What follows belongs to an exercise in optimizing a design on an open flow for small area, a short achievable clock period and few clock cycles; a production flow would make more cautious choices. Function was checked by simulation only, so behaviour that the tests miss may differ from the original. No activity file was given, so power comes from the tool's default toggle rates.

### flow/config.mk
export PLATFORM = sky130hd
export DESIGN_NAME = polyline_codec
export DESIGN_NICKNAME = polyline_codec
export VERILOG_FILES = /design/flow/design.v
export SDC_FILE = /design/flow/constraint.sdc
export NUM_CORES = 4
export LEC_CHECK = 0
export CAP_MARGIN = 20
export CORE_MARGIN = 2
export CORE_UTILIZATION = 55
export CTS_BUF_LIST = sky130_fd_sc_hd__clkbuf_4
export CTS_CLUSTER_DIAMETER = 35
export CTS_CLUSTER_SIZE = 8
export PLACE_DENSITY = 0.7
export SETUP_SLACK_MARGIN = 2.4
export SLEW_MARGIN = 20
### flow/constraint.sdc
create_clock -name core_clock -period 5.0 [get_ports {clk}]
set_input_delay 1.0000 -clock core_clock [delete_from_list [all_inputs] [get_ports {clk}]]
set_output_delay 1.0000 -clock core_clock [all_outputs]
set_load 0.01 [all_outputs]
### flow/design.v
module plenc (
    input  wire        clk,
    input  wire        rst,
    input  wire        in_valid,
    output wire        in_ready,
    input  wire [64:0] in_data,
    output wire        out_valid,
    input  wire        out_ready,
    output wire [8:0]  out_data
);
    function [31:0] fast_add(input [31:0] a, input [31:0] b, input cin);
        reg [31:0] p, g, pp, gg;
        integer l, i, j;
        begin
            p  = a ^ b;
            g  = a & b;
            gg = g;
            pp = p;
            gg[0] = g[0] | (p[0] & cin);
            for (l = 0; l < 5; l = l + 1)
                for (i = 0; i < 32; i = i + 1)
                    if ((i >> l) & 1) begin
                        j = ((i >> (l + 1)) << (l + 1)) + (1 << l) - 1;
                        gg[i] = gg[i] | (pp[i] & gg[j]);
                        pp[i] = pp[i] & pp[j];
                    end
            fast_add = p ^ {gg[30:0], cin};
        end
    endfunction
    reg [31:0] nprev_lat;   
    reg [31:0] nprev_lng;   
    reg [31:0] va;
    reg [31:0] vb;
    reg        st_lat;      
    reg        st_lng;      
    reg        tail_v;
    reg [4:0]  tail;        
    reg [1:0]  eos_n;       
    reg        ov;
    reg        oeos;
    reg [7:0]  obyte;
    reg        ir;
    wire        in_op  = in_data[64];
    wire [31:0] in_lat = in_data[63:32];
    wire [31:0] in_lng = in_data[31:0];
    wire [31:0] p_lat = in_lat ^ nprev_lat;
    wire [31:0] p_lng = in_lng ^ nprev_lng;
    wire [31:0] c_lat = carries(in_lat, nprev_lat, 1'b1);
    wire [31:0] c_lng = carries(in_lng, nprev_lng, 1'b1);
    wire [4:0] ch_a   = va[4:0] ^ {5{va[31]}};
    wire       cont_a = |(va[31:5] ^ {27{va[31]}});
    wire [4:0] ch_b   = vb[4:0] ^ {5{vb[31]}};
    wire       cont_b = |(vb[31:5] ^ {27{vb[31]}});
    wire       cont_b2 = |(vb[31:10] ^ {22{vb[31]}});    
    function [31:0] carries(input [31:0] a, input [31:0] b, input cin);
        reg [31:0] p, g, pp, gg;
        integer l, i, j;
        begin
            p  = a ^ b;
            g  = a & b;
            gg = g;
            pp = p;
            gg[0] = g[0] | (p[0] & cin);
            for (l = 0; l < 5; l = l + 1)
                for (i = 0; i < 32; i = i + 1)
                    if ((i >> l) & 1) begin
                        j = ((i >> (l + 1)) << (l + 1)) + (1 << l) - 1;
                        gg[i] = gg[i] | (pp[i] & gg[j]);
                        pp[i] = pp[i] & pp[j];
                    end
            carries = {gg[30:0], cin};
        end
    endfunction
    function [7:0] enc_byte(input cont, input [4:0] ch);
        enc_byte = 8'd63 + {2'b00, cont, ch};
    endfunction
    wire ofree = !ov || out_ready;
    wire take  = in_valid && ir;
    wire tp    = take && !in_op;
    wire [31:0] va_h  = ld_a ? {{5{va[31]}}, va[31:5]} : va;
    wire [31:0] vb_h  = ld_b ? {{5{vb[31]}}, vb[31:5]} : vb;
    wire [31:0] va_c0 = tp ? {p_lat[30:0], 1'b0}  : va_h;
    wire [31:0] va_c1 = tp ? {~p_lat[30:0], 1'b0} : va_h;
    wire [31:0] vb_c0 = tp ? {p_lng[30:0], 1'b0}  : vb_h;
    wire [31:0] vb_c1 = tp ? {~p_lng[30:0], 1'b0} : vb_h;
    wire [31:0] cs_lat = {c_lat[30:0], 1'b0};
    wire [31:0] cs_lng = {c_lng[30:0], 1'b0};
    wire [31:0] va_s  = (cs_lat & va_c1) | (~cs_lat & va_c0);
    wire [31:0] vb_s  = (cs_lng & vb_c1) | (~cs_lng & vb_c0);
    wire ld_tail = ofree && tail_v;
    wire ld_eos  = ofree && !tail_v && (eos_n != 2'd0);
    wire ld_a    = ofree && !tail_v && (eos_n == 2'd0) && st_lat;
    wire ld_b    = ofree && !tail_v && (eos_n == 2'd0) && !st_lat && st_lng;
    reg        st_lat_n, st_lng_n, tail_v_n, b_last_n;
    reg [1:0]  eos_n_n;
    always @(*) begin
        st_lat_n = st_lat;
        st_lng_n = st_lng;
        tail_v_n = tail_v && !ld_tail;
        b_last_n = !cont_b;
        eos_n_n  = eos_n - {1'b0, ld_eos};
        if (ld_a && !cont_a) begin
            st_lat_n = 1'b0;
            st_lng_n = 1'b1;
        end
        if (ld_b) begin
            if (!cont_b) st_lng_n = 1'b0;
            b_last_n = !cont_b2;
        end
        if (take) begin
            if (in_op) begin
                eos_n_n  = eos_n_n + 2'd1;
                st_lng_n = 1'b0;
                if (st_lng && !ld_b) tail_v_n = 1'b1;
            end else begin
                st_lat_n = 1'b1;
                st_lng_n = 1'b0;
                if (st_lng && !ld_b) tail_v_n = 1'b1;
            end
        end
    end
    assign in_ready  = ir;
    assign out_valid = ov;
    assign out_data  = {oeos, obyte};
    always @(posedge clk) begin
        if (rst) begin
            nprev_lat <= 32'hFFFFFFFF;
            nprev_lng <= 32'hFFFFFFFF;
            st_lat   <= 1'b0;
            st_lng   <= 1'b0;
            tail_v   <= 1'b0;
            eos_n    <= 2'd0;
            ov       <= 1'b0;
            ir       <= 1'b1;
        end else begin
            st_lat <= st_lat_n;
            st_lng <= st_lng_n;
            tail_v <= tail_v_n;
            eos_n  <= eos_n_n;
            ir     <= (eos_n_n != 2'd2) && !st_lat_n && (!st_lng_n || b_last_n);
            if (ofree) ov <= 1'b0;
            if (ld_tail) begin
                ov    <= 1'b1;
                oeos  <= 1'b0;
                obyte <= enc_byte(1'b0, tail);
            end
            if (ld_eos) begin
                ov    <= 1'b1;
                oeos  <= 1'b1;
                obyte <= 8'd0;
            end
            if (ld_a) begin
                ov    <= 1'b1;
                oeos  <= 1'b0;
                obyte <= enc_byte(cont_a, ch_a);
            end
            if (ld_b) begin
                ov    <= 1'b1;
                oeos  <= 1'b0;
                obyte <= enc_byte(cont_b, ch_b);
            end
            if (ld_a) va <= {{5{va[31]}}, va[31:5]};
            if (ld_b) vb <= {{5{vb[31]}}, vb[31:5]};
            if (tp) begin
                va <= {p_lat[30] ^ c_lat[30], 29'd0, ~p_lat[0], 1'b0};
                vb <= {p_lng[30] ^ c_lng[30], 29'd0, ~p_lng[0], 1'b0};
            end
            va[30:2] <= va_s[30:2];
            vb[30:2] <= vb_s[30:2];
            if (take) begin
                if (st_lng && !ld_b) tail <= ch_b;
                if (in_op) begin
                    nprev_lat <= 32'hFFFFFFFF;
                    nprev_lng <= 32'hFFFFFFFF;
                end else begin
                    nprev_lat <= ~in_lat;
                    nprev_lng <= ~in_lng;
                end
            end
        end
    end
endmodule
module pldec (
    input  wire        clk,
    input  wire        rst,
    input  wire        in_valid,
    output wire        in_ready,
    input  wire [8:0]  in_data,
    output wire        out_valid,
    input  wire        out_ready,
    output wire [65:0] out_data
);
    function [31:0] fast_add(input [31:0] a, input [31:0] b, input cin);
        reg [31:0] p, g, pp, gg;
        integer l, i, j;
        begin
            p  = a ^ b;
            g  = a & b;
            gg = g;
            pp = p;
            gg[0] = g[0] | (p[0] & cin);
            for (l = 0; l < 5; l = l + 1)
                for (i = 0; i < 32; i = i + 1)
                    if ((i >> l) & 1) begin
                        j = ((i >> (l + 1)) << (l + 1)) + (1 << l) - 1;
                        gg[i] = gg[i] | (pp[i] & gg[j]);
                        pp[i] = pp[i] & pp[j];
                    end
            fast_add = p ^ {gg[30:0], cin};
        end
    endfunction
    localparam [1:0] K_POINT = 2'd0, K_END = 2'd1, K_ERR = 2'd2;
    localparam [1:0] ES_IDLE = 2'd0, ES_CLR = 2'd1, ES_LOAD = 2'd2, ES_WAIT = 2'd3;
    reg [31:0] dreg;
    reg        s;
    reg [2:0]  k;
    reg        phase;       
    reg [31:0] cursor;
    reg        inc_q;       
    reg        clr_q;       
    reg        pend;        
    reg        pend_lng;    
    reg        end2;        
    reg [1:0]  endc;        
    reg [1:0]  es;          
    reg [31:0] A;
    reg [31:0] B;
    reg        ov;
    reg [1:0]  kind;
    reg        sk_v;
    reg        ir;          
    reg [6:0]  sk;
    wire [6:0]  src    = sk_v ? sk : {in_data[8], in_data[5:0]};
    wire        src_v  = sk_v || in_valid;
    wire        in_eos = src[6];
    wire [5:0]  t      = src[5:0] ^ {&src[4:0], &src[3:0], &src[2:0], &src[1:0], src[0], 1'b1};
    wire [4:0]  c      = t[4:0];
    wire        cont   = t[5];
    wire [4:0]  cs     = c ^ {5{s}};
    wire ofree  = !ov || out_ready;
    wire do_end = ofree && (endc != 2'd0);
    wire ev_go  = ofree && (endc == 2'd0) && pend;
    wire blocked = (pend && !ev_go) || end2 || (es != ES_IDLE) || (endc == 2'd3);
    wire take   = src_v && !blocked;
    wire take_b = take && !in_eos;
    wire take_e = take && in_eos;
    wire err_clr  = (es == ES_CLR) && ofree && (endc == 2'd0) && !pend;
    wire err_ld   = (es == ES_LOAD);
    wire err_done = (es == ES_WAIT) && out_ready;
    function [31:0] carries(input [31:0] a, input [31:0] b);
        reg [31:0] p, g, pp, gg;
        integer l, i, j;
        begin
            p  = a ^ b;
            g  = a & b;
            gg = g;
            pp = p;
            for (l = 0; l < 5; l = l + 1)
                for (i = 0; i < 32; i = i + 1)
                    if ((i >> l) & 1) begin
                        j = ((i >> (l + 1)) << (l + 1)) + (1 << l) - 1;
                        gg[i] = gg[i] | (pp[i] & gg[j]);
                        pp[i] = pp[i] & pp[j];
                    end
            carries = {gg[30:0], 1'b0};
        end
    endfunction
    wire [31:0] psum = A ^ dreg;
    wire [31:0] csum = carries(A, dreg);
    wire        b_ld  = ev_go || err_ld;
    wire        b_clr = do_end || err_clr || err_done;
    wire [31:0] b_c0  = b_clr ? 32'd0 : (b_ld ? psum  : B);
    wire [31:0] b_c1  = b_clr ? 32'd0 : (b_ld ? ~psum : B);
    wire [31:0] b_n   = (csum & b_c1) | (~csum & b_c0);
    wire new_ev  = (take_b && !cont) || (take_e && phase);
    wire pend_n  = new_ev || (pend && !ev_go);
    wire end2_n  = (take_e && phase) || (end2 && !ev_go);
    wire [1:0] endc_n = endc - {1'b0, do_end}
                        + {1'b0, (take_e && !phase && k == 3'd0) || (ev_go && end2)};
    wire ov_n    = (ov && !ofree) || do_end || (ev_go && pend_lng) || err_ld
                   || (es == ES_WAIT && !out_ready);
    reg [1:0] es_n;
    always @(*) begin
        es_n = es;
        if (take_e && !phase && k != 3'd0) es_n = ES_CLR;
        if (err_clr)  es_n = ES_LOAD;
        if (err_ld)   es_n = ES_WAIT;
        if (err_done) es_n = ES_IDLE;
    end
    assign in_ready  = ir;
    assign out_valid = ov;
    assign out_data  = {kind, A, B};
    always @(posedge clk) begin
        if (rst) begin
            k      <= 3'd0;
            phase  <= 1'b0;
            cursor <= 32'd0;
            inc_q  <= 1'b0;
            clr_q  <= 1'b0;
            pend   <= 1'b0;
            end2   <= 1'b0;
            endc   <= 2'd0;
            es     <= ES_IDLE;
            A      <= 32'd0;
            B      <= 32'd0;
            ov     <= 1'b0;
            sk_v   <= 1'b0;
            ir     <= 1'b1;
        end else begin
            pend <= pend_n;
            end2 <= end2_n;
            endc <= endc_n;
            es   <= es_n;
            ov   <= ov_n;
            sk_v <= src_v && !take;
            ir   <= !(src_v && !take);
            if (!sk_v) sk <= {in_data[8], in_data[5:0]};
            B <= b_n;
            if (ev_go || err_ld) A <= B;
            if (err_ld) begin
                A    <= 32'd1;
                kind <= K_ERR;
            end
            if (ev_go && pend_lng) kind <= K_POINT;
            if (do_end || err_clr || err_done) A <= 32'd0;
            if (do_end) kind <= K_END;
            cursor <= clr_q ? 32'd0 : fast_add(cursor, 32'd0, inc_q);
            inc_q  <= take_b;
            clr_q  <= (take_e && (phase || k == 3'd0)) || err_clr;
            if (err_clr) dreg <= cursor;
            if (take_b) begin
                if (k == 3'd0) begin
                    s    <= c[0];
                    dreg <= {{28{c[0]}}, c[4:1] ^ {4{c[0]}}};
                end
                if (k == 3'd1) dreg[8:4]   <= cs;
                if (k == 3'd2) dreg[13:9]  <= cs;
                if (k == 3'd3) dreg[18:14] <= cs;
                if (k == 3'd4) dreg[23:19] <= cs;
                if (k == 3'd5) dreg[28:24] <= cs;
                if (k == 3'd6) dreg[31:29] <= {cs[1], cs[1], cs[0]};
                if (cont) begin
                    if (k != 3'd7) k <= k + 3'd1;
                end else begin
                    k        <= 3'd0;
                    phase    <= !phase;
                    pend_lng <= phase;
                end
            end
            if (take_e) begin
                k      <= 3'd0;
                phase  <= 1'b0;
                if (phase) begin
                    pend_lng <= 1'b1;
                    if (k == 3'd0) dreg <= 32'd0;
                end
            end
        end
    end
endmodule
module polyline_codec (
    input  wire        clk,
    input  wire        rst,
    input  wire        enc_in_valid,
    output wire        enc_in_ready,
    input  wire [64:0] enc_in_data,
    output wire        enc_out_valid,
    input  wire        enc_out_ready,
    output wire [8:0]  enc_out_data,
    input  wire        dec_in_valid,
    output wire        dec_in_ready,
    input  wire [8:0]  dec_in_data,
    output wire        dec_out_valid,
    input  wire        dec_out_ready,
    output wire [65:0] dec_out_data
);
    plenc u_enc (
        .clk(clk), .rst(rst),
        .in_valid(enc_in_valid), .in_ready(enc_in_ready), .in_data(enc_in_data),
        .out_valid(enc_out_valid), .out_ready(enc_out_ready), .out_data(enc_out_data)
    );
    pldec u_dec (
        .clk(clk), .rst(rst),
        .in_valid(dec_in_valid), .in_ready(dec_in_ready), .in_data(dec_in_data),
        .out_valid(dec_out_valid), .out_ready(dec_out_ready), .out_data(dec_out_data)
    );
endmodule
### flow/flow/run.sh
#!/bin/bash
# The standard layout, with every port buffered by a buf_1 (instead of the
# buffer buffer_ports picks by default) and a clock tree built without dummy
# loads. Each tool's full output is in orfs/logs/; make's output in make.log.
set -euo pipefail
export BUFFER_PORTS_ARGS="-buffer_cell sky130_fd_sc_hd__buf_1"
export CTS_ARGS="-sink_clustering_enable -repair_clock_nets -buf_list sky130_fd_sc_hd__clkbuf_4 -sink_clustering_size 8 -sink_clustering_max_diameter 35 -dont_use_dummy_load"
bash standard.sh > make.log 2>&1
### flow/standard.sh
#!/bin/bash
# synth_recipe.tcl (not shown) runs the flow's synth.tcl, then flattens the netlist and writes it again
# the make line also repeats each setting of config.mk as NAME=value (left out here)
make -C /OpenROAD-flow-scripts/flow DESIGN_CONFIG=/design/flow/config.mk WORK_HOME=/design/flow/orfs CLKGATE_MAP_FILE= SYNTH_SCRIPT=/design/flow/synth_recipe.tcl "${@:-finish}"
==> metrics.md, run 1 <==
| Metric | Value |
|---|---|
| Status | `finished clean` |
| Area growth syn-to-layout | `15.6%` |
| Initial antenna violation count | `2` |
| Max Fclk | `365 MHz` |
| Most frequent cells after synthesis | `nand2_1, a21oi_1, nor2_1, dfxtp_1, edfxtp_1` |
| Post-Syn Area | `16600 µm²` |
| Clk root buf | `clkbuf_4` |
| Total of max-cap violations | `0` |
| Clock H-tree levels | `2` |
| Post-detail-place hpwl | `26700 µm` |
| Clock Skew | `0.0543 ns` |
| Share of layout cells above drive strength 1 | `14.8%` |
| Worst-Margin Slew | `1.01 ns` |
| Remaining Overflow, GRT | `0` |
| Syn Area/Cell | `9.04 µm²` |
| Worst skew pair latency | `0.75 ns` |
| DRC violations left | `0` |
| CP endpoint kind | `flop` |
| Relative slew margins | `between 30% and 40%` |
| Chip Width | `178 µm` |
| IO buf count | `153` |
| Critical Path RT | `5.62 ns` |
| Synthesized flop and latch total | `300` |
| DR vias | `13800` |
| Synth area leader | `dfxtp_1` |
| Die height | `around 180 µm` |
| CP Max Fanout | `3` |
| Critical path's slowest cell | `a2111oi_4` |
| Reg clk slew, reported paths | `~0.08 ns` |
| GP Congestion | `0.885` |
| Post-Place Worst Slack | `1.27 ns` |
| Syn Inst Count | `1838` |
| FP Rows | `63` |
| Antenna Nets Post-Route | `0` |
| Max incr delay on CP | `0.46 ns` |
| Pleak | `0.00738 µW` |
| Share of the synthesized area in the top cell type | `21.7%` |
| Inserted Clock Buffers | `61` |
| Final Util | `64.6%` |
| Largest net degree at the start of global routing | `88` |
| Sequential fraction of the synthesis area | `between 40% and 50%` |
| Number of global-route vias before repair | `between 10000 and 15000` |
| First-pass GRT wire length | `between 60000 and 70000 µm` |
| Gr usage total | `about a quarter` |
| Hold Fails Final Rpt | `0` |
| 1st-iter DRT viols | `763` |
| Tmin final | `2.74 ns` |
| Most frequent cell after synthesis | `nand2_1` |
| Fillers | `between 2000 and 3000` |
| Post-synth EDFFs | `120` |
| DIE AREA | `31600 µm²` |
| Dominant cells by area after synthesis | `dfxtp_1, edfxtp_1, ha_1` |
| Routed WL per cell | `15.9 µm` |
| Fin crit share | `54.7%` |
| CTS tree | `built` |
| # IOs | `159` |
| Final Max Slew Viols | `0` |
| Worst Path Arrival | `3.36 ns` |
| Post-route setup slack | `2.26 ns` |
| # hold bufs at CTS | `0` |
| FF+latch area | `7220 µm²` |
| Async S/R FF share, synth | `0%` |
| Setup_tns | `0 ns` |
| RSZ-0062 raised after global routing | `true` |
| Synth Flop Type | `dfxtp_1` |
| Worst hold path class | `reg -> reg` |
| Total power | `between 6000 and 7000 µW` |
| CP Class | `reg -> reg` |
| Final nets | `between 2000 and 2500` |
| Vias per cell | `5.70` |
| Synth cell types | `75` |
| Worst-case clock buffer depth | `3` |
| Multi-input logic area | `9730 µm²` |
| Post-Route WL | `38600 µm` |
| Syn Nets | `2030` |
| Detailed Routing Iterations Pass 1 | `5` |
| Critical Path Start Type | `flop` |
| CTS sink cnt | `300` |
| Worst vdd ir | `0.000186 V` |
| Initial Utilization | `55.9%` |
| Power Dens Cells | `353 nW/µm²` |
| Core area | `29700 µm²` |
| Yosys warnings | `2` |
| Final setup violation count | `0` |
| CP Cell Sequence | `ha_1, and3_2, a2111oi_4, nor4_4, or2_1, a31o_1, a21bo_1, a21oi_2, xnor2_1, a22o_1` |
-- worst max-delay path: cells and delay by family, from the launching register on --
family | cells | cell delay [ns]
adder cells (fa/ha/maj) | 1 | 0.32
flip-flops | 1 | 0.39
XOR/XNOR | 1 | 0.08
AND/OR/NAND/NOR | 3 | 0.58
AO/OA/AOI/OAI | 5 | 1.27
-- layer usage --
metal / global-route usage (%) / vias up / wire length [µm]
met1: 30.1 / 6447 / 17000
met3: 3.90 / 88 / 1880
met5: 0 / - / 0
li1: - / 6951 / -
met2: 41.5 / 353 / 18700
met4: 8.88 / 0 / 1010
-- worst paths after layout --
path	to	cells past startpoint	slack, ns	startpoint
setup / recovery	u_dec.B[23]	10	2.26	u_dec.dreg[6]
hold / removal	u_dec.A[13]	2	0.45	u_dec.B[13]
setup reg to reg	u_dec.B[23]	10	2.26	u_dec.dreg[6]
hold reg to reg	u_dec.A[13]	2	0.45	u_dec.B[13]
-- stage by stage --
stage	instance area (µm²)	hold WS, ns	instances
finish	19200	0.448	2430
global route	19200	0.417	2430
CTS	18700	0.418	2402
detailed placement	17900	0.463	2313
global placement	17900	0.454	2313
floorplan	17100	0.447	1838
-- logic make-up (layout without fill, tap and decap cells) --
logic type | count (synthesis) | in the layout | share of synthesized area [%]
adder cells (fa/ha/maj) | 112 | 112 | 8.43
AO/OA/AOI/OAI | 464 | 464 | 17.0
other | 1 | 3 | 0.0226
XOR/XNOR | 146 | 146 | 7.70
AND/OR/NAND/NOR | 644 | 645 | 17.5
buffers and inverters | 122 | 321 | 2.97
flip-flops | 300 | 300 | 43.4
multiplexers | 49 | 49 | 3.00
-- final cells by class --
cell class	count	area share, %
tap	390	2.54
sequential	300	37.6
inverter	38	0.763
multi-input combinational	1417	50.7
clock buffer	61	2.39
antenna	2	0.0261
timing repair buffer	222	6.02
-- report_power, final --
group          leakage [µW]  switching, µW  total (µW)  internal [µW]
combinational       0.00448           1260        2160            904
sequential          0.00262            258        3210           2950
clock              0.000281            849        1400            549
-- placed cells by master (no fill, tap or decap), types with 36 or more instances in the layout --
cell	instances
nand2_1	257
nor2_1	194
a21oi_1	188
dfxtp_1	170
buf_1	144
edfxtp_1	120
ha_1	88
xor2_1	74
xnor2_1	66
clkbuf_4	61
buf_4	61
mux2i_1	41
a31oi_1	39
inv_1	36
o21ai_0	36
-- flip-flops by register name (all words and copies together) (netlist names), 2 cells and up --
signal / flops
u_enc.vb: 32
u_enc.obyte: 7
u_enc.nprev_lat: 31
u_dec.dreg: 32
u_enc.tail: 5
u_dec.cursor: 32
u_dec.sk: 7
u_enc.nprev_lng: 31
u_dec.endc: 2
u_dec.B: 32
u_enc.eos_n: 2
u_dec.k: 3
u_dec.es: 2
u_enc.va: 32
u_dec.kind: 2
u_dec.A: 32
-- what timing repair did --
| action | in CTS | in global routing |
|---|---|---|
| pin swaps | 34 | 48 |
| resized for setup | 29 | 65 |
| buffers inserted | 27 | 26 |
| endpoints found under the setup margin | 76 | 48 |
| cloned | 1 | 0 |
Testbench counts, summed over its fixed seeds: cycles 31,934.
==> inputs of run 2 (changes only) <==
==> flow/flow/run.sh (replaced) <==
#!/bin/bash
# The standard layout, with every port buffered by a buf_1 (instead of the
# buffer buffer_ports picks by default) and a clock tree built without dummy
# loads. Each tool's full output is in orfs/logs/; make's output in make.log.
set -euo pipefail
export BUFFER_PORTS_ARGS="-buffer_cell sky130_fd_sc_hd__buf_1"
export CTS_ARGS="-sink_clustering_enable -repair_clock_nets -buf_list sky130_fd_sc_hd__clkbuf_8 -sink_clustering_size 10 -sink_clustering_max_diameter 40 -dont_use_dummy_load"
bash standard.sh > make.log 2>&1
==> flow/config.mk (replaced) <==
export PLATFORM = sky130hd
export DESIGN_NAME = polyline_codec
export DESIGN_NICKNAME = polyline_codec
export VERILOG_FILES = /design/flow/design.v
export SDC_FILE = /design/flow/constraint.sdc
export NUM_CORES = 4
export LEC_CHECK = 0
export CAP_MARGIN = 20
export CORE_MARGIN = 2
export CORE_UTILIZATION = 40
export CTS_BUF_LIST = sky130_fd_sc_hd__clkbuf_8
export CTS_CLUSTER_DIAMETER = 40
export CTS_CLUSTER_SIZE = 10
export PLACE_DENSITY = 0.6
export SETUP_SLACK_MARGIN = 2.4
export SLEW_MARGIN = 20
==> run 2 against run 1 <==
Compared with the run above: still clean on timing, DRC and antenna; wire length rose by 9.2%; fmax fell by 4.7%; sequential power barely moved; register-to-register slack got worse by 0.12 ns; worst hold slack improved by 0.00077 ns; global-route usage fell by 5.3 points; clock power rose by 38%; non-clock buffer count rose by 15; critical endpoint is now u_enc.va[31]; largest cell class unchanged.
==> metrics.md, run 2 <==
| Metric | Value |
|---|---|
| Status | `finished clean` |
| GP Congestion | `0.829 (-6.2%)` |
| Syn Nets | `2030 (unchanged)` |
| Share of the synthesized area in the top cell type | `21.7% (unchanged)` |
| Most common cell after layout, fill and taps aside | `nand2_1` |
| CP Max Fanout | `5 (+2)` |
| Vias per cell | `5.40 (-5.1%)` |
| Core area | `40900 µm² (+38%)` |
| Number of global-route vias before repair | `13500 (+2.1%)` |
| Chip Width | `208 µm (+17%)` |
| 1st-iter DRT viols | `701 (-8.1%)` |
| DR vias | `14000 (+0.83%)` |
| CTS sink cnt | `300 (unchanged)` |
| Critical path's slowest cell | `a31oi_4` |
| Pleak | `0.00764 µW (+3.5%)` |
| Power Dens Cells | `370 nW/µm² (+4.8%)` |
| Async S/R FF share, synth | `0% (unchanged)` |
| Synth cell types | `75 (unchanged)` |
| Synth Flop Type | `dfxtp_1` |
| Sequential share of power | `43.6% (-3.8 points)` |
| Fillers | `3916 (+54%)` |
| Yosys warnings | `2 (unchanged)` |
| Worst skew pair latency | `0.65 ns (-0.10 ns)` |
| Largest net degree at the start of global routing | `88 (unchanged)` |
| Total of max-cap violations | `0 (unchanged)` |
| Syn Inst Count | `1838 (unchanged)` |
| Most frequent cell after synthesis | `nand2_1` |
| DRC violations left | `0 (unchanged)` |
| Max incr delay on CP | `0.32 ns (-0.14 ns)` |
| Total power | `7400 µW (+9.4%)` |
| Fin crit share | `57.4% (+2.7 points)` |
| Inserted Clock Buffers | `57 (-6.6%)` |
| Worst-case clock buffer depth | `3 (unchanged)` |
| Post-Route WL | `42100 µm (+9.2%)` |
| R2R depth | `11 (+1)` |
| Max Fclk | `348 MHz (-4.7%)` |
| Most frequent cells after synthesis | `nand2_1, a21oi_1, nor2_1, dfxtp_1, edfxtp_1` |
| Synthesized flop and latch total | `300 (unchanged)` |
| Critical Path RT | `5.37 ns (-0.25 ns)` |
| Most frequent cells in the layout | `nand2_1, nor2_1, a21oi_1` |
| Combinational Power Share | `30.4% (-1.6 points)` |
| Initial Utilization | `40.6% (-15 points)` |
| Share of layout cells above drive strength 1 | `16.0% (+1.3 points)` |
| Worst-Margin Slew | `1.22 ns (+0.209 ns)` |
| Initial antenna violation count | `0 (-2)` |
| Area growth syn-to-layout | `20.6%` |
| Tmin final | `2.87 ns (+0.135 ns)` |
| Setup_tns | `0 ns (unchanged)` |
| Pint | `4900 µW (+11%)` |
| Hold Fails Final Rpt | `0 (unchanged)` |
| Reg clk slew, reported paths | `0.07 ns (about the same)` |
| Clock H-tree levels | `2 (unchanged)` |
| Hold endpoint | `u_dec.A[7]` |
| Reg2reg setup slack | `2.14 ns (-0.12 ns)` |
| Antenna Nets Post-Route | `0 (unchanged)` |
| Critical Path Start Type | `input port` |
| Switching fraction of total power | `33.8% (-1.1 points)` |
| Worst vdd ir | `0.000260 V (+40%)` |
| IO buf count | `153 (unchanged)` |
| Post-synth EDFFs | `120 (unchanged)` |
| CP Cell Sequence | `buf_8, ha_4, nor2b_4, o2111a_2, nor4b_4, o21bai_4, a31oi_4, o211a_4, o21ai_2, a31oi_2, o21bai_1, xnor2_1` |
| Routed WL per cell | `16.3 µm (+2.8%)` |
| Synth area leader | `dfxtp_1` |
| Antenna Cells | `0 (-2)` |
| RR Endpoint | `u_dec.B[23]` |
| R2r startpoint | `u_dec.dreg[4]` |
| # IOs | `159 (unchanged)` |
| RSZ-0062 raised after global routing | `true` |
| Clk root buf | `clkbuf_8` |
| DIE AREA | `43200 µm² (+37%)` |
| Sequential fraction of the synthesis area | `43.4% (unchanged)` |
| Final Util | `48.9% (-16 points)` |
| Final setup violation count | `0 (unchanged)` |
| Post-Syn Area | `16600 µm² (unchanged)` |
| Die height | `208 µm (+17%)` |
| Syn Area/Cell | `9.04 µm² (unchanged)` |
| Remaining Overflow, GRT | `0 (unchanged)` |
| Worst Path Arrival | `3.24 ns (-0.12 ns)` |
| Relative slew margins | `18.4% (-14 points)` |
| Worst hold path class | `reg -> reg` |
| Final Max Slew Viols | `0 (unchanged)` |
| Final nets | `2244 (+0.54%)` |
| CP endpoint kind | `flop` |
| FP Rows | `74 (+17%)` |
| CTS tree | `built` |
| Clock power share | `26.0% (+5.3 points)` |
| Clock Skew | `0.0930 ns (+0.0387 ns)` |
| Hold path cells | `2 (unchanged)` |
| Net Switching | `2500 µW (+5.8%)` |
| Hold_sp | `u_dec.B[7]` |
| Post-detail-place hpwl | `28800 µm (+7.7%)` |
| First-pass GRT wire length | `67500 µm (+7.7%)` |
| CP Class | `in -> reg` |
| Gr usage total | `18.7% (-5.3 points)` |
| Detailed Routing Iterations Pass 1 | `5 (unchanged)` |
| Dominant cells by area after synthesis | `dfxtp_1, edfxtp_1, ha_1` |
==> run 2: cell counts after synthesis <==
No cell type changed its count.
==> run 2: area by class of cell <==
class / count / area [µm²] / share of cell area [%]
Clock buffer: 57 / 785 / 3.92
Inverter: 38 / 146 / 0.731
Multi-Input combinational cell: 1418 / 9890 / 49.4
Sequential cell: 300 / 7210 / 36.0
Tap cell: 532 / 666 / 3.32
Timing Repair Buffer: 237 / 1330 / 6.64
==> run 2: logic make-up (layout without fill, tap and decap cells) <==
family / after synthesis / count (layout) / share of synthesized area (%)
other: 1 / 1 / 0.0226
adders and majority gates: 112 / 112 / 8.43
DFF: 300 / 300 / 43.4
and+or+nand+nor: 644 / 646 / 17.5
buffers and inverters: 122 / 332 / 2.97
AOI/OAI and AO/OA: 464 / 464 / 17.0
xor gates and xnor gates: 146 / 146 / 7.70
muxes: 49 / 49 / 3.00
==> run 2: power by group through the flow <==
stage,Combinational (µW),Clock [µW],Sequential (µW)
final,2250,1930,3230
after global routing,2520,2110,3260
after CTS,2160,2000,3220
after detailed placement,2050,0,3260
after global placement,2000,0,3250
after floorplan,1570,0,3190
==> run 2: how the worst max path moves through the flow <==
| stage | startpoint | slack (ns) | endpoint |
|---|---|---|---|
| 6_report | enc_in_data[33] | 2.13 | u_enc.va[31] |
| 5_1_grt | u_dec.dreg[4] | 2.04 | u_dec.B[23] |
| 4_1_cts | enc_in_data[33] | 2.16 | u_enc.va[31] |
| 3_5_place_dp | enc_in_data[33] | 1.23 | u_enc.va[31] |
| 3_3_place_gp | enc_in_data[33] | 1.28 | u_enc.va[31] |
| 2_1_floorplan | rst | 1.57 | u_enc.nprev_lat[23] |
==> run 2: per-stage QoR <==
stage,hold slack [ns],std cells,setup slack [ns],cell area [µm²]
after floorplan,0.447,1838,1.57,17100
after global placement,0.456,2458,1.28,18100
after detailed placement,0.465,2458,1.23,18100
after CTS,0.449,2554,2.16,19500
after global routing,0.478,2582,2.04,20000
final,0.449,2582,2.13,20000
==> run 2: worst max-delay path: cells and delay by family <==
kind	cells	cell delay, ns
AOI/OAI and AO/OA	7	1.38
and+or+nand+nor	2	0.40
adders and majority gates	1	0.23
xor gates and xnor gates	1	0.13
buffers and inverters	1	0.10
==> run 2: per-layer routing <==
metal,GRT usage [%],routed length (µm),vias up
met1,23.6,18700,6564
met4,6.38,1100,0
li1,-,-,6983
met5,0,0,-
met2,32.3,20400,318
met3,3.19,1980,89
==> run 2: what timing repair did <==
| item | 4_1_cts | 5_1_grt |
|---|---|---|
| setup endpoints to repair | 79 | 122 |
| gates resized for setup | 66 | 67 |
| setup buffers | 39 | 26 |
| pin swaps | 62 | 55 |
| hold endpoints to repair | 0 | 0 |
| cloned | 0 | 2 |
| hold buffers | 0 | 0 |

## afterwards: timing with drivers on the ports
No port has a modelled driver above. Below, the same layouts with a new extraction and two added sets of constraints.
Step 1 (the two cells are an assumption about what drives the block):
set clk [get_ports {clk}]
set_driving_cell -lib_cell sky130_fd_sc_hd__clkbuf_16 $clk
set_driving_cell -lib_cell sky130_fd_sc_hd__buf_2 [delete_from_list [all_inputs] $clk]
Step 2 also shifts input and output timing later by t, the mid clock arrival at the registers, as if the neighbouring blocks saw the same clock.
Three values: ideal ports, drivers, drivers and shift; two values: the first two.
run	shift t [ns]	slack for setup (ns)	worst register clock-pin slew, ns
run 1	0.764	2.263 / 2.263 / 1.597	0.09 / 0.09
run 2	0.650	2.128 / 2.137 / 1.486	0.07 / 0.07
After both steps setup and hold are still met in every run listed. For run 1, which loses most, drivers alone change the setup slack by 0.000 ns; drivers and shift together by -0.666 ns.
